Source: an optimization exercise on an open RTL-to-GDS flow (aim: small area, a short achievable clock period and few clock cycles per item). Production flows keep margins and buffers that such runs may drop.
Only simulation tests tie the RTL to the original design; equivalence was not proved.

## flow/design.v (module list and top-level ports; edited modules follow where they fit)
// module pfe_bld_sa: 238 lines
// module pfe_bld_sb1: 43 lines
// module pfe_bld_sb2: 11 lines
// module pfe_bld_dstep4: 16 lines
// module pfe_bld_prep: 62 lines
// module pfe_bld: 275 lines
module pfe_bld (
    input  wire        clk,
    input  wire        rst,
    input  wire        in_valid,
    output wire        in_ready,
    input  wire [4:0]  in_op,
    input  wire [31:0] in_src,
    input  wire [31:0] in_dst,
    output reg         out_valid,
    input  wire        out_ready,
    output reg  [31:0] out_pix
);
  // ...
==> flow/flow/run.sh <==
#!/bin/bash
set -euo pipefail
bash standard.sh SETUP_SLACK_MARGIN=11 finish > standard.log 2>&1
==> flow/standard.sh <==
#!/bin/bash
# synth_recipe.tcl (not shown) runs the flow's synth.tcl, then flattens the netlist and writes it again
# the make line also repeats each setting of config.mk as NAME=value (left out here)
make -C /OpenROAD-flow-scripts/flow DESIGN_CONFIG=/design/flow/config.mk WORK_HOME=/design/flow/orfs CLKGATE_MAP_FILE= SYNTH_SCRIPT=/design/flow/synth_recipe.tcl "${@:-finish}"
==> flow/config.mk <==
export PLATFORM = sky130hd
export DESIGN_NAME = pfe_bld
export DESIGN_NICKNAME = pfe_bld
export VERILOG_FILES = /design/flow/design.v
export SDC_FILE = /design/flow/constraint.sdc
export NUM_CORES = 4
export LEC_CHECK = 0
export CAP_MARGIN = 20
export CORE_MARGIN = 2
export CORE_UTILIZATION = 40
export SLEW_MARGIN = 20
==> flow/constraint.sdc <==
create_clock -name core_clock -period 16.0 [get_ports {clk}]
set_input_delay 3.2000 -clock core_clock [delete_from_list [all_inputs] [get_ports {clk}]]
set_output_delay 3.2000 -clock core_clock [all_outputs]
set_load 0.01 [all_outputs]
==> impl_metrics.json, run 1 <==
{
  "final-hold-violation-count": 0,
  "cts_made_buffers": 92,
  "ant_nets": 0,
  "endpoint": "ra2[0][6]",
  "worstRegToRegCells": 27,
  "vias_per_cell": 5.52,
  "seq_area_share_pct": 19.0,
  "worst_clock_skew_ns": 0.0626,
  "cts_setup_buffers": 564,
  "dpl_worst_slack_ns": 9.31,
  "cts_hold_buf": 0,
  "grt_pass1_vias": 73631,
  "nWellTaps": 2975,
  "grt_setup_unrepaired": "yes",
  "synth_warnings": 25,
  "overflow": 0,
  "met1_usage_pct": 34.4,
  "status": "timing/DRC/antenna clean",
  "ys_types": 105,
  "netlist_area_um2": 89000,
  "synth-simple-area-share_pct": 14.0,
  "worst_pin_slew_ns": 1.20,
  "final_cells": 13201,
  "layout_commonest_cell": "inv_1",
  "synth_nets": 11365,
  "r2r-end": "ra2[0][6]",
  "dieHeight_um": 476,
  "fmax_ghz": 0.162,
  "met2_length_um": 139000,
  "clk_pin_slew_worst_paths_ns": 0.06,
  "antenna_found_initial": 13
}
Testbench counts, summed over its fixed seeds: cycles 23,653, items 16,384.
==> run 2: changes to the inputs <==
==> flow/flow/run.sh (replaced) <==
#!/bin/bash
set -euo pipefail
bash standard.sh SETUP_SLACK_MARGIN=10 finish > standard.log 2>&1
==> impl_metrics.json, run 2 <==
{
  "status": "timing/DRC/antenna clean",
  "ys.flop_type": "edfxtp_1",
  "dieHeight_um": 476,
  "grtUsageTotal_pct": 25.1,
  "drtIter0Drc": 5731,
  "antenna_found_initial": 24,
  "synth_nets": 11365,
  "largest_register_ffs": 57,
  "wl_per_cell_um": 22.8,
  "clk_pin_slew_worst_paths_ns": 0.06,
  "overflow": 0,
  "die-area_um2": 226000,
  "die_width_um": 476,
  "drt_wl_total_um": 290000,
  "drive_above_1_share_pct": 12.2,
  "hold_path_class": "reg -> reg",
  "setup_tns_ns": 0,
  "crit_type": "reg -> reg",
  "grt_pass1_wl_um": 429000,
  "period_needed_ns": 6.23,
  "cts_max_level": 3,
  "fin_nets": 11697,
  "final-hold-violation-count": 0,
  "vias_per_cell": 5.51,
  "synth_area_leaders": "edfxtp_1 24%, fa_1 20%, ha_1 15%, inv_1 6.3%, xnor2_1 3.6%",
  "netlist.area_leader.share_pct": 23.6,
  "synth_seq_cells": 713,
  "synth_area_per_cell_um2": 9.53,
  "layout_commonest_cell": "inv_1",
  "critPathTopFamily": "compound AO/OA/AOI/OAI gates",
  "critical_path.max_stage_delay_ns": 0.56,
  "clk_latency_ns": 0.77,
  "slowest_stage": "fa_2",
  "port_buffers": 106,
  "relSlewSlack_pct": 3.59,
  "setup_viol": 0,
  "cts.sinks": 713,
  "cp.required_ns": 16.49,
  "worst_clock_skew_ns": 0.0607,
  "cts_made_buffers": 90,
  "vias": 70203,
  "core-area_um2": 222000,
  "start_util_pct": 40.2,
  "drc": 0,
  "fmax_ghz": 0.160,
  "finalCritPeriodShare_pct": 39.0,
  "num_rows": 173,
  "cts_tree": "done",
  "grt_max_degree": 97,
  "yosys-top-cells-count": "1491 x inv_1, 1062 x ha_1, 886 x fa_1, 700 x edfxtp_1, 692 x nand2_1",
  "cp_data_arrival_time_ns": 6.73,
  "ys_types": 105,
  "cp_common_cell": "a31oi_4",
  "fillCellCount": 20840,
  "largestRegisters": "y1: 57 flops, x1: 48 flops",
  "slew_viol_final": 0,
  "critical_path.cell_chain": "buf_12, mux2_4, and2_4, fa_2, a21oi_2, nor2_2, or4_4, a31oi_4, o31ai_4, o41ai_2, buf_4, xnor2_4, ha_4, ha_4, o21a_1, o211ai_1, a31oi_4, o311a_4, or3_4, a31oi_4, mux2i_1, o21ai_1, fa_2, inv_1",
  "crit_path_start_kind": "register",
  "syn_to_final_growth_pct": 15.5,
  "synth_most_common_cell": "inv_1",
  "syn-instance-count": 9344,
  "dp_hpwl_um": 216000,
  "yosysSeqAreaShare_pct": 23.9,
  "cp_num_buf_inv": 3,
  "cts-root-buf": "clkbuf_16",
  "largest_register": "y1",
  "cts_buffer_depth": 3,
  "synth_edf_count": 700,
  "netlist_area_um2": 89000,
  "layout_common_cells": "1448 x inv_1, 1011 x ha_1, 849 x fa_1",
  "worst_setup_path_end_kind": "register",
  "grt_setup_unrepaired": "yes",
  "async_reset_ff_share_pct": 0,
  "worst_pin_slew_ns": 1.45,
  "maxCapViolations": 0,
  "cp_max_fo": 5,
  "grt_pass1_vias": 70150,
  "ant_nets": 0,
  "drtPass1Iterations": 5,
  "synth_warnings": 25,
  "ios": 107,
  "yosys.area.top_type": "edfxtp_1",
  "gp_congestion": 0.942
}
## run 2: cell counts after synthesis
Identical to the previous run, type by type.
## run 2: cell families after synthesis
logic type      count (synthesis)  share of synthesized area, %
compound gates               1693                          12.5
xor+xnor                      548                          5.42
fa+ha+maj                    1949                          34.9
buf+inv                      1820                          7.70
flops                         713                          23.9
mux                           140                          1.64
simple gates                 2481                          14.0
## run 2: area by class of cell
cell class                 count  area [um2]  area share [%]
antenna                       13        32.5          0.0316
clock buffer                 105        2340            2.27
clock inverter                62         709           0.690
inverter                    1496        5660            5.51
multi-input combinational   6815       63800            62.1
sequential                   713       21300            20.7
tap                         2975        3720            3.62
timing repair buffer         559        5260            5.12
timing repair inverter         1        16.3          0.0158
## run 2: stage by stage
stage | utilization, % | hold slack [ns] | instance area (um2) | setup slack (ns) | std cells
after floorplan | - | 0.421 | 89100 | 10.0 | 9344
after CTS | 44.9 | 0.512 | 99400 | 9.87 | 12565
after detailed placement | 42.1 | 0.496 | 93400 | 8.96 | 12188
after global routing | 46.4 | 0.541 | 103000 | 9.53 | 12728
final | 46.4 | 0.516 | 103000 | 9.77 | 12739
after global placement | 42.1 | 0.489 | 93400 | 9.10 | 12187
## run 2: metal layers
layer  track usage [%]  share of wire, %
met4              9.10               4.4
met2              40.6                46
met3              3.79               7.4
met5                 0             0.028
met1              33.9                42
## run 2: worst register-to-register path, cell delays in order, from the launching register on
cell      delay [ns]
edfxtp_1        0.52
buf_12          0.21
mux2_4          0.28
and2_4          0.16
fa_2            0.35
a21oi_2         0.19
nor2_2          0.08
or4_4           0.44
a31oi_4         0.23
o31ai_4         0.09
o41ai_2         0.31
buf_4           0.20
xnor2_4         0.14
ha_4            0.24
ha_4            0.25
o21a_1          0.17
o211ai_1        0.32
a31oi_4         0.17
o311a_4         0.17
or3_4           0.35
a31oi_4         0.20
mux2i_1         0.20
o21ai_1         0.13
fa_2            0.56
inv_1           0.03
## run 2: final timing paths
| kind | from | end | slack [ns] | cells past startpoint |
|---|---|---|---|---|
| min reg2reg | v1 | v1 | 0.52 | 2 |
| max | x1[0][8] | ra2[0][6] | 9.77 | 24 |
| min | v1 | v1 | 0.52 | 2 |
| max reg2reg | x1[0][8] | ra2[0][6] | 9.77 | 24 |
## run 2: repair_timing
| item | CTS | global route |
|---|---|---|
| pin swaps | 100 | 219 |
| setup buffers | 199 | 150 |
| endpoints found under the setup margin | 174 | 156 |
| gates resized for setup | 247 | 429 |
| cloned | 11 | 11 |
| hold buffers | 0 | 0 |
==> module pfe_bld_sb1, before the edit <==
module pfe_bld_sb1 (
    input  wire [15:0] x,
    input  wire [18:0] y,
    input  wire [8:0]  dv,      
    input  wire        fm,      
    input  wire [7:0]  s,
    input  wire [7:0]  d,
    input  wire        ks,      
    input  wire        kd,      
    input  wire [1:0]  am,      
    input  wire        mn,      
    input  wire        bm,      
    input  wire        dk,      
    input  wire        lt,      
    output wire [12:0] ra,
    output wire [12:0] rb,
    output wire [7:0]  ca,
    output wire        use_alt
);
    wire        vn  = fm & dv[8];
    wire [18:0] yv  = y + ({11'd0, dv[7:0] & {8{fm}}} ^ {19{vn}}) + {18'd0, vn};
    wire [16:0] txs = {1'b0, x} + {9'b0, x[15:8]} + 17'd128;
    wire [8:0]  tx  = txs[16:8];
    wire [18:0] tys = yv + {{8{yv[18]}}, yv[18:8]} + 19'd128;
    wire [10:0] ty  = tys[18:8];
    wire [19:0] f = {y[18], y} + {4'hf, ~x} + {4'h0, s, d} + {4'hf, ~d, ~s} + {18'd0, ~lt, lt};
    assign use_alt = dk ? !f[19] : (lt & f[19]);
    wire y_lt_x = y[15:0] < x;
    wire [8:0]  u  = (mn && y_lt_x) ? ty[8:0] : tx;
    reg  [12:0] ta;
    always @* case (am)
        2'd0: ta = 13'd0;
        2'd1: ta = {4'b0, u};
        2'd2: ta = ~{4'b0, u};
        default: ta = ~{3'b0, u, 1'b0};
    endcase
    wire [12:0] k  = ({5'b0, s} & {13{ks}}) + ({5'b0, d} & {13{kd}}) + {12'd0, am[1]};
    wire [12:0] tb = {{2{ty[10]}}, ty} & {13{bm}};
    assign ra = k ^ ta ^ tb;
    assign rb = {((k & ta) | (k & tb) | (ta & tb)), 1'b0};
    wire [9:0]  al = {2'b0, d} + {1'b0, tx};
    assign ca = (al[9:8] != 2'd0) ? 8'd255 : al[7:0];
endmodule
==> module pfe_bld_sb2, before the edit <==
module pfe_bld_sb2 (
    input  wire [12:0] ra,
    input  wire [12:0] rb,
    input  wire [7:0]  ca,
    input  wire        use_alt,
    output wire [7:0]  res
);
    wire [12:0] r  = ra + rb;
    wire [7:0]  cm = r[12] ? 8'd0 : (r[11:8] != 4'd0) ? 8'd255 : r[7:0];
    assign res = use_alt ? ca : cm;
endmodule
==> module pfe_bld, before the edit <==
module pfe_bld (
    input  wire        clk,
    input  wire        rst,
    input  wire        in_valid,
    output wire        in_ready,
    input  wire [4:0]  in_op,
    input  wire [31:0] in_src,
    input  wire [31:0] in_dst,
    output reg         out_valid,
    input  wire        out_ready,
    output reg  [31:0] out_pix
);
    genvar i;
    reg        vi;
    reg [4:0]  opi;
    reg [31:0] srci, dsti;
    reg        v0;
    reg [4:0]  op0;
    reg [31:0] src0, dst0;
    reg        db0;               
    reg        bu0;               
    reg [2:0]  need0;             
    reg        busy0;             
    reg [2:0]  ph;                
    reg [10:0] a1r [0:2];
    reg [2:0]  m1gr;
    reg [9:0]  b2r [0:2];
    reg [2:0]  gr;
    reg [7:0]  den [0:2];
    reg [9:0]  den3 [0:2];
    reg [2:0]  vuse;
    reg        axn0;              
    reg        v1;
    reg        sv;                
    reg        v2;
    wire       fire2 = v2 && !sv;                      
    wire       free1 = !v1 || !v2 || !sv;               
    wire       adv1  = v1 && (!v2 || !sv);              
    wire       ldp   = !v0 || (!busy0 && free1);        
    wire       adv0  = v0 && !busy0 && free1;
    assign in_ready  = !vi || ldp;
    always @(posedge clk) begin
        if (rst) vi <= 1'b0;
        else if (in_ready) vi <= in_valid;
        if (in_ready) begin
            opi  <= in_op;
            srci <= in_src;
            dsti <= in_dst;
        end
    end
    wire [7:0] sa = src0[31:24];
    wire [7:0] da = dst0[31:24];
    wire [10:0] pa1 [0:2];
    wire [9:0]  pb2 [0:2];
    wire [2:0]  pm1g, pg, pneed;
    wire [7:0]  pden [0:2];
    generate
        for (i = 0; i < 3; i = i + 1) begin : g_prep
            pfe_bld_prep u_prep (
                .op(opi), .s(srci[8*i +: 8]), .d(dsti[8*i +: 8]),
                .sa(srci[31:24]), .da(dsti[31:24]),
                .a1(pa1[i]), .m1g(pm1g[i]), .b2(pb2[i]), .g(pg[i]),
                .need(pneed[i]), .den(pden[i])
            );
        end
    endgenerate
    reg  [7:0] rem [0:2];
    reg  [7:0] qs  [0:2];
    reg  [2:0] sat;
    wire [2:0] sat_now;
    wire all_sat = &(sat_now | ~need0);
    always @(posedge clk) begin
        if (rst) v0 <= 1'b0;
        else if (ldp) v0 <= vi;
        if (ldp) begin
            op0   <= opi;
            src0  <= srci;
            dst0  <= dsti;
            db0   <= (opi == 5'd7) || (opi == 5'd8);
            bu0   <= opi == 5'd8;
            need0 <= pneed;
            axn0  <= (opi == 5'd18) || (opi == 5'd20);
            busy0 <= |pneed;
        end else begin
            busy0 <= db0 && ((ph == 3'd0) ? (|need0) : (ph == 3'd1) || (ph == 3'd2) ||
                                                        (ph == 3'd3 && !all_sat));
        end
    end
    always @(posedge clk) begin
        if (rst) ph <= 3'd0;
        else if (adv0) ph <= 3'd0;
        else if (v0 && db0) begin
            case (ph)
                3'd0: ph <= (|need0) ? 3'd1 : 3'd0;
                3'd3: ph <= all_sat ? 3'd6 : 3'd4;
                3'd6: ph <= 3'd6;
                default: ph <= ph + 3'd1;
            endcase
        end
    end
    wire [15:0] xa [0:2];
    wire [8:0]  dvo [0:2];
    wire [18:0] ya [0:2];
    generate
        for (i = 0; i < 3; i = i + 1) begin : g_ch
            wire [7:0] s = src0[8*i +: 8];
            wire [7:0] d = dst0[8*i +: 8];
            pfe_bld_sa u_sa (
                .s(s), .a1(a1r[i]), .a1g(a1r[i] & {11{m1gr[i]}}), .sa(sa), .b2(b2r[i]),
                .gd(d & {8{gr[i]}}),
                .x(xa[i]), .y(ya[i])
            );
            wire [7:0] r1, q1, r2, q2;
            pfe_bld_dstep4 u_d1 (.rem_i(rem[i]), .qs_i(qs[i]), .den(den[i]), .den3(den3[i]), .rem_o(r1), .qs_o(q1));
            pfe_bld_dstep4 u_d2 (.rem_i(r1), .qs_i(q1), .den(den[i]), .den3(den3[i]), .rem_o(r2), .qs_o(q2));
            assign sat_now[i] = sat[i] | (qs[i] >= da);
            assign dvo[i] = {bu0 & vuse[i], (ph == 3'd5 ? q2 : qs[i]) & {8{vuse[i]}}};
            wire       bw   = bu0 & !sat_now[i];
            wire [9:0] f_p  = bu0 ? (sat_now[i] ? 10'd0 : {2'b0, da}) : (sat_now[i] ? {2'b0, da} : {2'b0, qs[i]});
            wire [9:0] b_fin = ~{2'b0, d} + f_p + (bw ? ~{2'b0, qs[i]} : 10'd0) + {8'd0, bw, !bw};
            wire ld = need0[i] && !ldp;
            always @(posedge clk) begin
                if (ldp) begin
                    a1r[i]  <= pa1[i];
                    m1gr[i] <= pm1g[i];
                    b2r[i]  <= pb2[i];
                    gr[i]   <= pg[i];
                    den[i]  <= pden[i];
                    vuse[i] <= 1'b0;
                end else if (ld && ph == 3'd2) begin
                    a1r[i]  <= 11'd0;
                    m1gr[i] <= 1'b0;
                    b2r[i]  <= {2'b0, r2};
                    gr[i]   <= 1'b0;
                end else if (ld && ph == 3'd3) begin
                    a1r[i]  <= {3'b0, ~da};
                    m1gr[i] <= 1'b1;
                    b2r[i]  <= b_fin;
                    gr[i]   <= 1'b1;
                    vuse[i] <= !sat_now[i];
                end
                if (ph == 3'd0) den3[i] <= {2'b0, den[i]} + {1'b0, den[i], 1'b0};
                case (ph)
                    3'd0, 3'd3: begin
                        rem[i] <= ya[i][15:8];
                        qs[i]  <= ya[i][7:0];
                    end
                    3'd1, 3'd2, 3'd4, 3'd5: begin
                        rem[i] <= r2;
                        qs[i]  <= q2;
                    end
                    default: ;
                endcase
                if (ph == 3'd1) sat[i] <= rem[i] >= den[i];
                else if (ph == 3'd3) sat[i] <= sat_now[i];
            end
        end
    endgenerate
    wire [7:0]  axa = axn0 ? ~da : da;
    wire [7:0]  nsa = ~sa;
    wire [15:0] xal = sa * axa;
    wire [15:0] yal = da * nsa;
    reg [15:0] x1 [0:2];          
    reg [18:0] y1 [0:2];
    reg [23:0] c1s, c1d;
    reg [15:0] xal1, yal1;
    reg [7:0]  sa1, da1;
    reg        ks1, kd1, mn1, bm1, dk1, lt1, fm1;
    reg [1:0]  am1;
    reg [1:0]  aka1;              
    reg [1:0]  aam1;              
    reg        abm1;
    always @(posedge clk) begin
        if (rst) v1 <= 1'b0;
        else if (adv0) v1 <= 1'b1;
        else if (adv1) v1 <= 1'b0;
        if (adv0) begin
            x1[0] <= db0 ? {7'd0, dvo[0]} : xa[0];
            x1[1] <= db0 ? {7'd0, dvo[1]} : xa[1];
            x1[2] <= db0 ? {7'd0, dvo[2]} : xa[2];
            y1[0] <= ya[0]; y1[1] <= ya[1]; y1[2] <= ya[2];
            c1s <= src0[23:0];
            c1d <= dst0[23:0];
            xal1 <= xal; yal1 <= yal;
            sa1 <= sa; da1 <= da;
            fm1 <= db0;
            ks1 <= 1'b0; kd1 <= 1'b0; mn1 <= 1'b0; bm1 <= 1'b0; dk1 <= 1'b0; lt1 <= 1'b0; am1 <= 2'd0;
            aka1 <= 2'd0; aam1 <= 2'd0; abm1 <= 1'b0;
            case (op0)
                5'd0, 5'd16: begin ks1 <= 1'b1; bm1 <= 1'b1; end
                5'd1, 5'd3, 5'd4, 5'd7, 5'd8: bm1 <= 1'b1;
                5'd2: begin ks1 <= 1'b1; kd1 <= 1'b1; am1 <= 2'd2; end
                5'd5: begin ks1 <= 1'b1; bm1 <= 1'b1; dk1 <= 1'b1; end
                5'd6: begin ks1 <= 1'b1; bm1 <= 1'b1; lt1 <= 1'b1; end
                5'd10: begin ks1 <= 1'b1; kd1 <= 1'b1; am1 <= 2'd3; mn1 <= 1'b1; end
                5'd11: begin ks1 <= 1'b1; kd1 <= 1'b1; am1 <= 2'd3; end
                5'd17, 5'd18: am1 <= 2'd1;
                5'd19, 5'd20: begin am1 <= 2'd1; bm1 <= 1'b1; end
                default: ;
            endcase
            case (op0)
                5'd0, 5'd1, 5'd2, 5'd3, 5'd4, 5'd5, 5'd6, 5'd7, 5'd8, 5'd10, 5'd11:
                       begin aka1 <= 2'd3; aam1 <= 2'd2; end
                5'd16: begin aka1 <= 2'd1; abm1 <= 1'b1; end
                5'd17, 5'd18: aam1 <= 2'd1;
                5'd19: aka1 <= 2'd2;
                5'd20: begin aam1 <= 2'd1; abm1 <= 1'b1; end
                default: ;
            endcase
        end
    end
    wire [12:0] bra [0:2];
    wire [12:0] brb [0:2];
    wire [7:0]  bca [0:2];
    wire [2:0]  balt;
    generate
        for (i = 0; i < 3; i = i + 1) begin : g_sb1
            pfe_bld_sb1 u_sb1 (
                .x(x1[i]), .y(y1[i]), .dv(x1[i][8:0]), .fm(fm1),
                .s(c1s[8*i +: 8]), .d(c1d[8*i +: 8]),
                .ks(ks1), .kd(kd1), .am(am1), .mn(mn1), .bm(bm1), .dk(dk1), .lt(lt1),
                .ra(bra[i]), .rb(brb[i]), .ca(bca[i]), .use_alt(balt[i])
            );
        end
    endgenerate
    wire [16:0] txas = {1'b0, xal1} + {9'b0, xal1[15:8]} + 17'd128;
    wire [16:0] tyas = {1'b0, yal1} + {9'b0, yal1[15:8]} + 17'd128;
    wire [8:0]  txa  = txas[16:8];
    wire [8:0]  tya  = tyas[16:8];
    wire [9:0]  ta_a = (aam1 == 2'd1) ? {1'b0, txa} : (aam1 == 2'd2) ? -{1'b0, txa} : 10'd0;
    wire [9:0]  a    = (aka1[0] ? {2'b0, sa1} : 10'd0) + (aka1[1] ? {2'b0, da1} : 10'd0) + ta_a +
                       (abm1 ? {1'b0, tya} : 10'd0);
    reg [12:0] ra2 [0:2];
    reg [12:0] rb2 [0:2];
    reg [7:0]  ca2 [0:2];
    reg [2:0]  alt2;
    reg [9:0]  a2;
    always @(posedge clk) begin
        if (rst) v2 <= 1'b0;
        else if (adv1) v2 <= 1'b1;
        else if (fire2) v2 <= 1'b0;
        if (adv1) begin
            ra2[0] <= bra[0]; ra2[1] <= bra[1]; ra2[2] <= bra[2];
            rb2[0] <= brb[0]; rb2[1] <= brb[1]; rb2[2] <= brb[2];
            ca2[0] <= bca[0]; ca2[1] <= bca[1]; ca2[2] <= bca[2];
            alt2 <= balt;
            a2 <= a;
        end
    end
    wire [7:0] res [0:2];
    generate
        for (i = 0; i < 3; i = i + 1) begin : g_sb2
            pfe_bld_sb2 u_sb2 (.ra(ra2[i]), .rb(rb2[i]), .ca(ca2[i]), .use_alt(alt2[i]), .res(res[i]));
        end
    endgenerate
    wire [7:0]  ra   = (a2[9:8] != 2'd0) ? 8'd255 : a2[7:0];
    wire [31:0] pix2 = {ra, res[2], res[1], res[0]};
    reg  [31:0] spix;
    wire ofree = !out_valid || out_ready;
    always @(posedge clk) begin
        if (rst) begin
            out_valid <= 1'b0;
            sv <= 1'b0;
        end else if (ofree) begin
            out_valid <= sv || fire2;
            sv <= 1'b0;
        end else if (fire2) begin
            sv <= 1'b1;
        end
        if (ofree)
            out_pix <= sv ? spix : pix2;
        if (!ofree && fire2)
            spix <= pix2;
    end
endmodule
==> run 3: changes to the inputs <==
--- a/flow/design.v
+++ b/flow/design.v
@@ -254,2 +254,3 @@
     output wire [12:0] rb,
+    output wire [10:0] tbo,
     output wire [7:0]  ca,
@@ -275,5 +276,5 @@
     wire [12:0] k  = ({5'b0, s} & {13{ks}}) + ({5'b0, d} & {13{kd}}) + {12'd0, am[1]};
-    wire [12:0] tb = {{2{ty[10]}}, ty} & {13{bm}};
-    assign ra = k ^ ta ^ tb;
-    assign rb = {((k & ta) | (k & tb) | (ta & tb)), 1'b0};
+    assign ra = k;
+    assign rb = ta;
+    assign tbo = ty & {11{bm}};
     wire [9:0]  al = {2'b0, d} + {1'b0, tx};
@@ -284,2 +285,3 @@
     input  wire [12:0] rb,
+    input  wire [10:0] tb,
     input  wire [7:0]  ca,
@@ -288,3 +290,3 @@
 );
-    wire [12:0] r  = ra + rb;
+    wire [12:0] r  = ra + rb + {{2{tb[10]}}, tb};
     wire [7:0]  cm = r[12] ? 8'd0 : (r[11:8] != 4'd0) ? 8'd255 : r[7:0];
@@ -584,2 +586,3 @@
     wire [7:0]  bca [0:2];
+    wire [10:0] btb [0:2];
     wire [2:0]  balt;
@@ -591,3 +594,3 @@
                 .ks(ks1), .kd(kd1), .am(am1), .mn(mn1), .bm(bm1), .dk(dk1), .lt(lt1),
-                .ra(bra[i]), .rb(brb[i]), .ca(bca[i]), .use_alt(balt[i])
+                .ra(bra[i]), .rb(brb[i]), .tbo(btb[i]), .ca(bca[i]), .use_alt(balt[i])
             );
@@ -605,2 +608,3 @@
     reg [7:0]  ca2 [0:2];
+    reg [10:0] tb2 [0:2];
     reg [2:0]  alt2;
@@ -615,2 +619,3 @@
             ca2[0] <= bca[0]; ca2[1] <= bca[1]; ca2[2] <= bca[2];
+            tb2[0] <= btb[0]; tb2[1] <= btb[1]; tb2[2] <= btb[2];
             alt2 <= balt;
@@ -622,3 +627,3 @@
         for (i = 0; i < 3; i = i + 1) begin : g_sb2
-            pfe_bld_sb2 u_sb2 (.ra(ra2[i]), .rb(rb2[i]), .ca(ca2[i]), .use_alt(alt2[i]), .res(res[i]));
+            pfe_bld_sb2 u_sb2 (.ra(ra2[i]), .rb(rb2[i]), .tb(tb2[i]), .ca(ca2[i]), .use_alt(alt2[i]), .res(res[i]));
         end
==> flow/flow/run.sh (replaced) <==
#!/bin/bash
set -euo pipefail
bash standard.sh SETUP_SLACK_MARGIN=9.5 finish > standard.log 2>&1
==> impl_metrics.json, run 3 <==
{
  "drt_wl_total_um": 279000,
  "setup_viol": 0,
  "vias": 68598,
  "worst_pin_slew_ns": 1.11,
  "cts_made_buffers": 90,
  "largest_register": "y1",
  "synth_area_leaders": "edfxtp_1 24%, fa_1 20%, ha_1 15%, inv_1 6.1%, xnor2_1 3.5%",
  "overflow": 0,
  "syn-instance-count": 9353,
  "netlist.area_leader.share_pct": 24.2,
  "core-area_um2": 224000,
  "final_cells": 12496,
  "dpl_worst_slack_ns": 8.79,
  "status": "timing/DRC/antenna clean",
  "clk_latency_ns": 0.76,
  "wl_per_cell_um": 22.3,
  "gp_congestion": 0.938,
  "grt_pass1_vias": 69583,
  "yosys.area.top_type": "edfxtp_1",
  "fin_nets": 11450,
  "port_buffers": 106,
  "crit_path_start_kind": "register",
  "die_width_um": 478,
  "maxCapViolations": 0,
  "r2r_slack_ns": 9.72,
  "synth_most_common_cell": "inv_1",
  "slew_viol_final": 0,
  "worst_setup_path_end_kind": "register",
  "num_rows": 174,
  "synth_edf_count": 725,
  "dpl.cell_count": 12211,
  "layout_commonest_cell": "inv_1",
  "grt_pass1_wl_um": 423000,
  "grt_max_degree": 141,
  "largestRegisters": "y1: 57 flops, x1: 48 flops",
  "synth_warnings": 27,
  "yosys-top-cells-count": "1467 x inv_1, 1071 x ha_1, 886 x fa_1, 725 x edfxtp_1, 685 x nand2_1",
  "cp_max_fo": 15,
  "relSlewSlack_pct": 25.5,
  "vias_per_cell": 5.49,
  "clk_pin_slew_worst_paths_ns": 0.06,
  "cp_data_arrival_time_ns": 6.90,
  "cts.sinks": 738,
  "setup_ws_ns": 9.72,
  "drive_above_1_share_pct": 5.73,
  "setup_tns_ns": 0,
  "cts_tree": "done",
  "synth_seq_cells": 738,
  "drtPass1Iterations": 8,
  "final-hold-violation-count": 0,
  "syn_to_final_growth_pct": 9.78,
  "grt_setup_unrepaired": "yes",
  "cts_buffer_depth": 3,
  "worst_clock_skew_ns": 0.0521,
  "largest_register_ffs": 57,
  "async_reset_ff_share_pct": 0,
  "ys.flop_type": "edfxtp_1",
  "dp_hpwl_um": 219000,
  "synth_area_per_cell_um2": 9.61,
  "cts-root-buf": "clkbuf_16",
  "period_needed_ns": 6.28,
  "ant_nets": 0,
  "hold_path_class": "reg -> reg",
  "dpl_cell_area_um2": 94200,
  "yosysSeqAreaShare_pct": 24.5,
  "grtUsageTotal_pct": 24.1,
  "layout_common_cells": "1462 x inv_1, 1071 x ha_1, 885 x fa_1",
  "ios": 107,
  "drtIter0Drc": 6123,
  "start_util_pct": 40.1,
  "die-area_um2": 229000,
  "antenna_found_initial": 21,
  "ys_types": 99,
  "cp.required_ns": 16.61,
  "fmax_ghz": 0.159,
  "cts_max_level": 3,
  "cts_hold_buf": 0,
  "crit_type": "reg -> reg",
  "dieHeight_um": 478,
  "finalCritPeriodShare_pct": 39.3,
  "design_area_um2": 98700,
  "postLayoutCoreUtil_pct": 44.0,
  "netlist_area_um2": 89900,
  "synth_nets": 11383,
  "drc": 0
}
run 3: changes by cell type after synthesis, sizes merged, moves of 15 or more:
cell    change
and2       -16
a21o       +28
nand2b     +19
inv        -25
o21ai      -36
nor2       -38
a21oi      +50
a22oi      -15
a31oi      -15
edfxtp     +25
run 3: metrics by stage:
stage	hold WS [ns]
final	0.502
after global routing	0.512
after CTS	0.501
after detailed placement	0.494
after global placement	0.487
after floorplan	0.421
run 3: critical path, stage by stage (launching register included):
cell and delay (ns):
edfxtp_1 0.48, inv_1 0.24, ha_1 0.23, inv_1 0.07, fa_1 0.44, a21oi_2 0.16
and4b_1 0.25, o311a_1 0.39, a211oi_4 0.37, nor2b_1 0.12, mux2i_1 0.13, o21ai_1 0.27
inv_1 0.14, ha_1 0.30, nor2b_1 0.15, o31a_1 0.27, o21a_1 0.19, o21ai_0 0.23
a21oi_1 0.12, or2_2 0.29, nor3_2 0.11, buf_4 0.30, nand2_1 0.19, o21ai_0 0.44
mux2_2 0.24
run 3: cells by family after synthesis:
kind of cell	synth area share, %
AND/OR/NAND/NOR	13.8
adder cells (fa/ha/maj)	34.7
buffers and inverters	7.54
AO/OA/AOI/OAI	12.8
flip-flops	24.5
XOR/XNOR	5.27
multiplexers	1.46
run 3: final timing paths:
path | startpoint | end | cells after the start
worst min-delay path | v1 | v1 | 2
worst min register to register | v1 | v1 | 2
worst max-delay path | qs[1][6] | rem[1][5] | 24
worst max register to register | qs[1][6] | rem[1][5] | 24
run 3: layer usage:
| metal | track usage (%) | vias to the layer above | routed length, um |
|---|---|---|---|
| met4 | 8.40 | 10 | 10900 |
| met5 | 0 | - | 80 |
| li1 | - | 31752 | - |
| met3 | 4.10 | 457 | 21200 |
| met2 | 38.2 | 2402 | 125000 |
| met1 | 33.3 | 33977 | 122000 |
run 3: layout make-up:
cell class,instances,area (um2)
antenna,8,20.0
sequential,738,22000
clock inverter,69,803
multi-input combinational,6817,61500
tap,2992,3740
fill,21323,125000
clock buffer,99,2310
inverter,1470,5540
timing repair buffer,303,2700
run 3: repair_timing:
item / 4_1_cts / 5_1_grt
resized for setup: 35 / 87
pin swaps: 3 / 14
setup endpoints to repair: 84 / 118
cloned: 0 / 2
buffers inserted: 15 / 92
Testbench counts of run 3, summed over its fixed seeds: cycles 23,653, items 16,384.
==> run 4: changes to the inputs <==
==> flow/flow/run.sh (replaced) <==
#!/bin/bash
set -euo pipefail
bash standard.sh SETUP_SLACK_MARGIN=10.5 finish > standard.log 2>&1
==> impl_metrics.json, run 4 <==
{
  "r2r_start": "src0[25]",
  "postLayoutCoreUtil_pct": 48.0,
  "die-area_um2": 229000,
  "async_reset_ff_share_pct": 0,
  "design_area_um2": 108000,
  "area.sequential_um2": 22000,
  "grt_pass1_vias": 73427,
  "syn-instance-count": 9353,
  "cp_num_cells": 21,
  "port_buffers": 106,
  "largestRegisters": "y1: 57 flops, x1: 48 flops",
  "synth_edf_count": 725,
  "synth_seq_cells": 738,
  "antenna_found_initial": 22,
  "relSlewSlack_pct": 24.9,
  "setup_tns_ns": 0,
  "netlist.area_leader.share_pct": 24.2,
  "worst_clock_skew_ns": 0.0465,
  "cp_max_fo": 47,
  "largest_register": "y1",
  "r2r-end": "rem[2][7]",
  "critPathTopFamily": "adder cells",
  "slowest_stage": "fa_1",
  "yosysSeqAreaShare_pct": 24.5,
  "endpoint": "rem[2][7]",
  "multi_input_area_um2": 65500,
  "cts.sinks": 738,
  "clk_latency_ns": 0.77,
  "cts-root-buf": "clkbuf_16",
  "cp_common_cell": "fa_1",
  "cp_num_buf_inv": 5,
  "synth_area_leaders": "edfxtp_1 24%, fa_1 20%, ha_1 15%, inv_1 6.1%, xnor2_1 3.5%",
  "layout_commonest_cell": "inv_1",
  "crit_path_start_kind": "register",
  "grt_pass1_wl_um": 449000,
  "crit_start": "src0[25]",
  "crit_type": "reg -> reg",
  "cp.required_ns": 16.50,
  "cts_tree": "done",
  "r2r_slack_ns": 10.09,
  "clk_pin_slew_worst_paths_ns": 0.06,
  "cts_max_level": 3,
  "cts_hold_buf": 0,
  "period_needed_ns": 5.91,
  "layout_common_cells": "1376 x inv_1, 996 x ha_1, 841 x fa_1",
  "ant_nets": 0,
  "wl_per_cell_um": 23.1,
  "core-area_um2": 224000,
  "yosys-top-cells-count": "1467 x inv_1, 1071 x ha_1, 886 x fa_1, 725 x edfxtp_1, 685 x nand2_1",
  "dpl_cell_area_um2": 94600,
  "grtUsageTotal_pct": 25.8,
  "vias": 71953,
  "dp_hpwl_um": 220000,
  "critical_path.cell_chain": "buf_12, and2_1, fa_1, inv_2, fa_1, ha_2, fa_1, inv_1, fa_1, inv_2, fa_1, inv_2, ha_4, and3_4, a21oi_4, o211ai_1, and3_4, nor4_4, nor3_2, xnor2_2, a21o_1",
  "gp_congestion": 0.954,
  "setup_viol": 0,
  "critical_path.max_stage_delay_ns": 0.54,
  "final-hold-violation-count": 0,
  "drc": 0,
  "cts_buffer_depth": 3,
  "fin_nets": 11932,
  "yosys.area.top_type": "edfxtp_1",
  "die_width_um": 478,
  "maxCapViolations": 0,
  "largest_register_ffs": 57,
  "drive_above_1_share_pct": 16.5,
  "worst_pin_slew_ns": 1.12,
  "synth_area_per_cell_um2": 9.61,
  "ys_types": 99,
  "worstRegToRegCells": 21,
  "grt_setup_unrepaired": "yes",
  "finalCritPeriodShare_pct": 36.9,
  "cts_made_buffers": 88,
  "synth_most_common_cell": "inv_1",
  "dieHeight_um": 478,
  "grt_max_degree": 107,
  "cp_data_arrival_time_ns": 6.41,
  "ios": 107,
  "slew_viol_final": 0,
  "hold_path_class": "reg -> reg",
  "fillCellCount": 20490,
  "netlist_area_um2": 89900,
  "synth_warnings": 27,
  "synth_nets": 11383,
  "vias_per_cell": 5.55,
  "num_rows": 174,
  "drtIter0Drc": 6107,
  "drt_wl_total_um": 300000,
  "start_util_pct": 40.1,
  "syn_to_final_growth_pct": 19.6,
  "worst_setup_path_end_kind": "register",
  "ys.flop_type": "edfxtp_1",
  "status": "timing/DRC/antenna clean",
  "drtPass1Iterations": 6,
  "fmax_ghz": 0.169,
  "overflow": 0
}
==> run 4: area by class of cell <==
| class | count | area share [%] |
|---|---|---|
| Multi-Input combinational cell | 6817 | 60.9 |
| Timing Repair Buffer | 787 | 7.21 |
| Tap cell | 2992 | 3.48 |
| Clock buffer | 98 | 2.09 |
| Inverter | 1470 | 5.19 |
| Clock inverter | 63 | 0.612 |
| Antenna cell | 6 | 0.0140 |
| Sequential cell | 738 | 20.5 |
==> run 4: timing repair <==
action / in CTS / in global routing
pin swaps: 262 / 321
endpoints found under the hold margin: 0 / 0
buffers inserted: 369 / 176
gates resized for setup: 589 / 476
setup endpoints to repair: 204 / 185
gates cloned: 29 / 7
==> run 4: metrics by stage <==
| stage | instances | hold WS [ns] | setup WS, ns |
|---|---|---|---|
| floorplan | 9353 | 0.421 | 10.29 |
| global placement | 12222 | 0.488 | 9.47 |
| detailed placement | 12222 | 0.498 | 9.37 |
| CTS | 12781 | 0.532 | 10.25 |
| global route | 12966 | 0.558 | 9.91 |
| finish | 12971 | 0.525 | 10.09 |
==> run 4: routing by layer <==
metal  share of wire [%]  wire length, um  global-route usage, %  up-vias
met5               0.037              111                      0        -
met4                 4.7            14100                   10.3       16
met3                 8.2            24500                   4.83      694
met2                  45           135000                   41.2     2776
met1                  42           126000                   34.4    35749
li1                    -                -                      -    32718
==> run 4: worst min path at each step <==
| stage | startpoint | to | slack [ns] | depth (start not counted) |
|---|---|---|---|---|
| floorplan | opi[1] | op0[1] | 0.42 | 0 |
| global placement | v1 | v1 | 0.49 | 2 |
| detailed placement | v1 | v1 | 0.50 | 2 |
| CTS | a2[0] | spix[24] | 0.53 | 1 |
| global route | a2[1] | spix[25] | 0.56 | 1 |
| finish | a2[0] | spix[24] | 0.52 | 1 |
==> run 4: kinds of logic (layout without fill, tap and decap cells) <==
logic type / count (synthesis) / in the layout / share of synthesized area [%]
AND/OR/NAND/NOR: 2457 / 2458 / 13.8
adder cells (fa/ha/maj): 1958 / 1958 / 34.7
XOR/XNOR: 541 / 541 / 5.27
AO/OA/AOI/OAI: 1733 / 1733 / 12.8
other: 0 / 6 / 0
buffers and inverters: 1799 / 2418 / 7.54
flip-flops: 738 / 738 / 24.5
multiplexers: 127 / 127 / 1.46
==> run 4: worst register-to-register path, delay by kind of cell (launching register included) <==
family,cells,cell delay (ns)
compound gates,3,0.47
flops,1,0.43
buf+inv,5,0.40
xor+xnor,1,0.21
simple gates,5,1.09
fa+ha+maj,7,3.08
==> run 5: changes to the inputs <==
==> flow/flow/run.sh (replaced) <==
#!/bin/bash
set -euo pipefail
bash standard.sh SETUP_SLACK_MARGIN=10.25 finish > standard.log 2>&1
==> impl_metrics.json, run 5 <==
{
  "wl_per_cell_um": 23.0,
  "setup_viol": 0,
  "syn_to_final_growth_pct": 16.8,
  "worst_pin_slew_ns": 1.41,
  "cp_common_cell": "inv_2",
  "grt_setup_unrepaired": "yes",
  "grt_use_met2_pct": 39.7,
  "syn-instance-count": 9353,
  "antenna_found_initial": 15,
  "met1_usage_pct": 33.6,
  "status": "timing/DRC/antenna clean",
  "clk_latency_ns": 0.76,
  "layout_commonest_cell": "inv_1",
  "setup_tns_ns": 0,
  "synth_most_common_cell": "inv_1",
  "r2r_start": "m1gr[2]",
  "dp_hpwl_um": 220000,
  "finalCritPeriodShare_pct": 38.1,
  "slew_viol_final": 0,
  "cp_data_arrival_time_ns": 6.61,
  "synth_nets": 11383,
  "largestRegisters": "y1: 57 flops, x1: 48 flops",
  "synthAdderAreaFrac_pct": 34.7,
  "synth_top_family_by_area": "adder cells",
  "period_needed_ns": 6.09,
  "dieHeight_um": 478,
  "final_cells": 12830,
  "cts_tree": "done",
  "r2r-end": "rem[2][7]",
  "cts_buffer_depth": 3,
  "num_rows": 174,
  "crit_path_start_kind": "register",
  "hold_start": "srci[24]",
  "r2r_slack_ns": 9.91,
  "cts_hold_buf": 0,
  "yosysSeqAreaShare_pct": 24.5,
  "vias_per_cell": 5.53,
  "dpl.cell_count": 12209,
  "synth_area_leaders": "edfxtp_1 24%, fa_1 20%, ha_1 15%, inv_1 6.1%, xnor2_1 3.5%",
  "synth_edf_count": 725,
  "cts-root-buf": "clkbuf_16",
  "slowest_stage": "fa_1",
  "yosys.area_share.xor_xnor_pct": 5.27,
  "start_util_pct": 40.1,
  "fmax_ghz": 0.164,
  "fillCellCount": 20760,
  "ys_types": 99,
  "crit_type": "reg -> reg",
  "drc": 0,
  "yosys.area.top_type": "edfxtp_1",
  "grtUsageMet3_pct": 5.14,
  "async_reset_ff_share_pct": 0,
  "grtUsageTotal_pct": 25.1,
  "worstRegToRegCells": 25,
  "relSlewSlack_pct": 6.27,
  "netlist_area_um2": 89900,
  "hold_path_class": "reg -> reg",
  "largest_register_ffs": 57,
  "synth_seq_cells": 738,
  "yosys-top-cells-count": "1467 x inv_1, 1071 x ha_1, 886 x fa_1, 725 x edfxtp_1, 685 x nand2_1",
  "clk_pin_slew_worst_paths_ns": 0.07,
  "synth-simple-area-share_pct": 13.8,
  "ant_nets": 0,
  "ys.flop_type": "edfxtp_1",
  "hold_path_depth": 0,
  "cp.required_ns": 16.52,
  "netlist.area_leader.share_pct": 24.2,
  "critical_path.max_stage_delay_ns": 0.55,
  "worst_setup_path_end_kind": "register",
  "drt_wl_total_um": 295000,
  "drtPass1Iterations": 7,
  "die_width_um": 478,
  "cts_max_level": 3,
  "layout_common_cells": "1385 x inv_1, 1021 x ha_1, 855 x fa_1",
  "worst_clock_skew_ns": 0.0402,
  "grt_pass1_wl_um": 437000,
  "core-area_um2": 224000,
  "vias": 70902,
  "grt_pass1_vias": 71037,
  "grt_max_degree": 132,
  "largest_register": "y1",
  "cts.sinks": 738,
  "holdPathEnd": "src0[24]",
  "maxCapViolations": 0,
  "synth_compound_area_share_pct": 12.8,
  "port_buffers": 106,
  "overflow": 0,
  "synth_area_per_cell_um2": 9.61,
  "final-hold-violation-count": 0,
  "grt_busiest_layer": "met2",
  "synth_mux_area_share_pct": 1.46,
  "cp_max_fo": 6,
  "fin_nets": 11778,
  "drtIter0Drc": 6134,
  "ios": 107,
  "die-area_um2": 229000,
  "cts_made_buffers": 90,
  "gp_congestion": 0.938,
  "crit_start": "m1gr[2]",
  "drive_above_1_share_pct": 13.5,
  "synth_warnings": 27
}
## run 5: cell counts after synthesis
No cell type changed its count.
## run 5: layout make-up
class	instances	area, um2	area share, %
timing repair buffer	631	6180	5.89
antenna	17	42.5	0.0405
multi-input combinational	6817	64400	61.3
sequential	738	22000	21.0
clock inverter	57	631	0.601
inverter	1470	5580	5.32
clock buffer	108	2390	2.28
tap	2992	3740	3.57
## run 5: logic make-up (layout without fill, tap and decap cells)
| logic type | count (synthesis) | in the layout |
|---|---|---|
| and+or+nand+nor | 2457 | 2458 |
| adders and majority gates | 1958 | 1958 |
| buffers and inverters | 1799 | 2266 |
| AOI/OAI and AO/OA | 1733 | 1733 |
| DFF | 738 | 738 |
| xor gates and xnor gates | 541 | 541 |
| muxes | 127 | 127 |
| other | 0 | 17 |
## run 5: worst max-delay path: cells and delay by family (launching register included)
kind	cells	cell delay, ns
AOI/OAI and AO/OA	3	0.58
xor gates and xnor gates	1	0.22
adders and majority gates	7	2.96
buffers and inverters	9	0.77
DFF	1	0.51
and+or+nand+nor	5	0.79
## run 5: metrics by stage
| step | util, % | hold slack (ns) | instance area (um2) | setup slack, ns |
|---|---|---|---|---|
| floorplan | - | 0.421 | 90000 | 10.25 |
| global placement | 42.1 | 0.452 | 94300 | 8.68 |
| detailed placement | 42.1 | 0.461 | 94300 | 8.99 |
| CTS | 45.2 | 0.445 | 101000 | 10.07 |
| global route | 46.8 | 0.486 | 105000 | 9.74 |
| finish | 46.9 | 0.435 | 105000 | 9.91 |
## run 5: per-layer routing
| layer | wire, um | vias to the layer above |
|---|---|---|
| met5 | 11 | - |
| met4 | 13500 | 2 |
| met3 | 23600 | 587 |
| met2 | 133000 | 2609 |
| met1 | 125000 | 35266 |
| li1 | - | 32438 |
## run 5: worst max-delay path by stage
| stage | to | depth (start not counted) |
|---|---|---|
| floorplan | rb2[0][9] | 25 |
| global placement | x1[1][0] | 23 |
| detailed placement | rb2[1][8] | 25 |
| CTS | rem[2][7] | 22 |
| global route | tb2[2][10] | 26 |
| finish | rem[2][7] | 25 |
## run 5: what timing repair did
item	CTS	global route
setup buffers	228	180
setup endpoints to repair	184	152
pin swaps	116	300
resized for setup	347	478
cloned	19	12
==> run 6: changes to the inputs <==
==> flow/flow/run.sh (replaced) <==
#!/bin/bash
set -euo pipefail
bash standard.sh SETUP_SLACK_MARGIN=10 finish > standard.log 2>&1
==> impl_metrics.json, run 6 <==
{
  "die-area_um2": 229000,
  "synth_edf_count": 725,
  "synth-simple-area-share_pct": 13.8,
  "synth_most_common_cell": "inv_1",
  "synth_mux_area_share_pct": 1.46,
  "largestRegisters": "y1: 57 flops, x1: 48 flops",
  "dieHeight_um": 478,
  "worst_clock_skew_ns": 0.0477,
  "synth_nets": 11383,
  "worst_pin_slew_ns": 1.09,
  "synth_warnings": 27,
  "final-hold-violation-count": 0,
  "design_area_um2": 103000,
  "ios": 107,
  "synth_compound_area_share_pct": 12.8,
  "gp_congestion": 0.938,
  "cts-root-buf": "clkbuf_16",
  "ant_nets": 0,
  "crit_type": "reg -> reg",
  "vias": 70462,
  "layout_commonest_cell": "inv_1",
  "die_width_um": 478,
  "synth_top_family_by_area": "adder cells",
  "crit_path_start_kind": "register",
  "wl_per_cell_um": 22.9,
  "num_rows": 174,
  "fillCellCount": 20971,
  "grt_pass1_wl_um": 429000,
  "setup_tns_ns": 0,
  "postLayoutCoreUtil_pct": 46.0,
  "synth_area_leaders": "edfxtp_1 24%, fa_1 20%, ha_1 15%, inv_1 6.1%, xnor2_1 3.5%",
  "port_buffers": 106,
  "vias_per_cell": 5.54,
  "fin_nets": 11678,
  "relSlewSlack_pct": 27.1,
  "syn-instance-count": 9353,
  "async_reset_ff_share_pct": 0,
  "cp.required_ns": 16.51,
  "setup_viol": 0,
  "slew_viol_final": 0,
  "maxCapViolations": 0,
  "synthAdderAreaFrac_pct": 34.7,
  "syn_to_final_growth_pct": 14.6,
  "ys_types": 99,
  "grtUsageTotal_pct": 24.5,
  "synth_area_per_cell_um2": 9.61,
  "overflow": 0,
  "clk_latency_ns": 0.77,
  "clk_pin_slew_worst_paths_ns": 0.06,
  "period_needed_ns": 5.95,
  "core-area_um2": 224000,
  "largest_register": "y1",
  "yosys.area.top_type": "edfxtp_1",
  "drt_wl_total_um": 292000,
  "cp_data_arrival_time_ns": 6.45,
  "grt_max_degree": 113,
  "yosysSeqAreaShare_pct": 24.5,
  "cts_tree": "done",
  "synth_seq_cells": 738,
  "cts_made_buffers": 94,
  "dp_hpwl_um": 219000,
  "worst_setup_path_end_kind": "register",
  "largest_register_ffs": 57,
  "drive_above_1_share_pct": 10.7,
  "area.sequential_um2": 22000,
  "netlist_area_um2": 89900,
  "fmax_ghz": 0.168,
  "dpl_cell_area_um2": 94200,
  "grt_setup_unrepaired": "yes",
  "hold_path_class": "reg -> reg",
  "layout_common_cells": "1424 x inv_1, 1029 x ha_1, 873 x fa_1",
  "drc": 0,
  "cts_buffer_depth": 3,
  "cp_max_fo": 10,
  "yosys.area_share.xor_xnor_pct": 5.27,
  "drtPass1Iterations": 6,
  "antenna_found_initial": 18,
  "multi_input_area_um2": 63300,
  "dpl_worst_slack_ns": 8.99,
  "drtIter0Drc": 5978,
  "start_util_pct": 40.1,
  "cts_max_level": 3,
  "status": "timing/DRC/antenna clean",
  "ys.flop_type": "edfxtp_1",
  "cts_hold_buf": 0,
  "netlist.area_leader.share_pct": 24.2,
  "grt_pass1_vias": 70317,
  "cts.sinks": 738,
  "setup_ws_ns": 10.05,
  "yosys-top-cells-count": "1467 x inv_1, 1071 x ha_1, 886 x fa_1, 725 x edfxtp_1, 685 x nand2_1",
  "finalCritPeriodShare_pct": 37.2
}
run 6: routing by layer:
layer / global-route usage [%] / wire length, um
met2: 38.4 / 130000
met5: 0 / 25
met4: 9.04 / 12700
met1: 33.6 / 126000
met3: 4.55 / 23300
run 6: layout make-up:
| class | instances | area share (%) |
|---|---|---|
| inverters | 1470 | 5.39 |
| multi-input cells | 6818 | 61.4 |
| flip-flops and latches | 738 | 21.4 |
| repair buffers | 526 | 5.05 |
| well taps | 2992 | 3.63 |
| clock buffers | 112 | 2.37 |
| clock inverters | 59 | 0.724 |
| diodes | 10 | 0.0243 |
run 6: what timing repair did:
action | CTS | global route
gates cloned | 8 | 25
gates resized for setup | 176 | 395
pin swaps | 47 | 179
setup buffers | 141 | 161
hold endpoints to repair | 0 | 0
endpoints found under the setup margin | 171 | 143
run 6: path summary, 6_finish.rpt:
| check | depth (start not counted) | slack, ns | startpoint | endpoint |
|---|---|---|---|---|
| setup / recovery | 23 | 10.05 | m1gr[1] | y1[1][18] |
| setup reg to reg | 23 | 10.05 | m1gr[1] | y1[1][18] |
| hold reg to reg | 1 | 0.54 | a2[2] | spix[26] |
| hold / removal | 1 | 0.54 | a2[2] | spix[26] |
run 6: kinds of logic (layout without fill, tap and decap cells):
group                    count (synthesis)  in the layout
buffers and inverters                 1799           2167
AND/OR/NAND/NOR                       2457           2459
other                                    0             10
adder cells (fa/ha/maj)               1958           1958
XOR/XNOR                               541            541
multiplexers                           127            127
AO/OA/AOI/OAI                         1733           1733
flip-flops                             738            738
run 6: critical path, stage by stage, from the launching register on:
cell	delay, ns
edfxtp_1	0.49
buf_6	0.18
clkbuf_16	0.16
and3_1	0.17
fa_2	0.56
inv_1	0.05
fa_1	0.48
inv_1	0.05
fa_1	0.47
inv_1	0.06
fa_1	0.41
inv_2	0.07
fa_1	0.40
inv_1	0.08
fa_1	0.43
inv_2	0.08
ha_4	0.21
nor2_1	0.13
a211o_1	0.23
o21ai_4	0.09
o21ba_4	0.21
a41o_1	0.21
o41ai_2	0.37
xnor2_1	0.10
run 6: through the flow:
stage / cells / hold slack [ns]
floorplan: 9353 / 0.421
global placement: 12208 / 0.486
detailed placement: 12208 / 0.494
CTS: 12528 / 0.530
global route: 12717 / 0.569
finish: 12725 / 0.535

what the ideal ports hide:
No port has a modelled driver above. Below, the same layouts with a new extraction and two added sets of constraints. Step 1: set_driving_cell puts a clkbuf_16 on clk and a buf_2 on each other input, an assumption about the parent block. Step 2 moves the port delays by t, midway between the first and last clock arrival at a register: inputs arrive t later, outputs are due t later. That takes back most of the time a late clock gives input paths. Slacks: no drivers / after step 1 / after step 2; pairs: no drivers / after step 1.
| run | shift t [ns] | setup WS [ns] | worst setup path at the end |
|---|---|---|---|
| run 1 | 0.828 | 9.840 / 9.840 / 9.840 | register to register |
| run 2 | 0.834 | 9.767 / 9.767 / 9.767 | register to register |
| run 3 | 0.815 | 9.715 / 9.715 / 9.715 | register to register |
| run 4 | 0.832 | 10.090 / 10.090 / 10.090 | register to register |
| run 5 | 0.824 | 9.911 / 9.911 / 9.911 | register to register |
| run 6 | 0.824 | 10.053 / 10.032 / 10.053 | register to register |
After both steps every run listed still meets setup and hold.
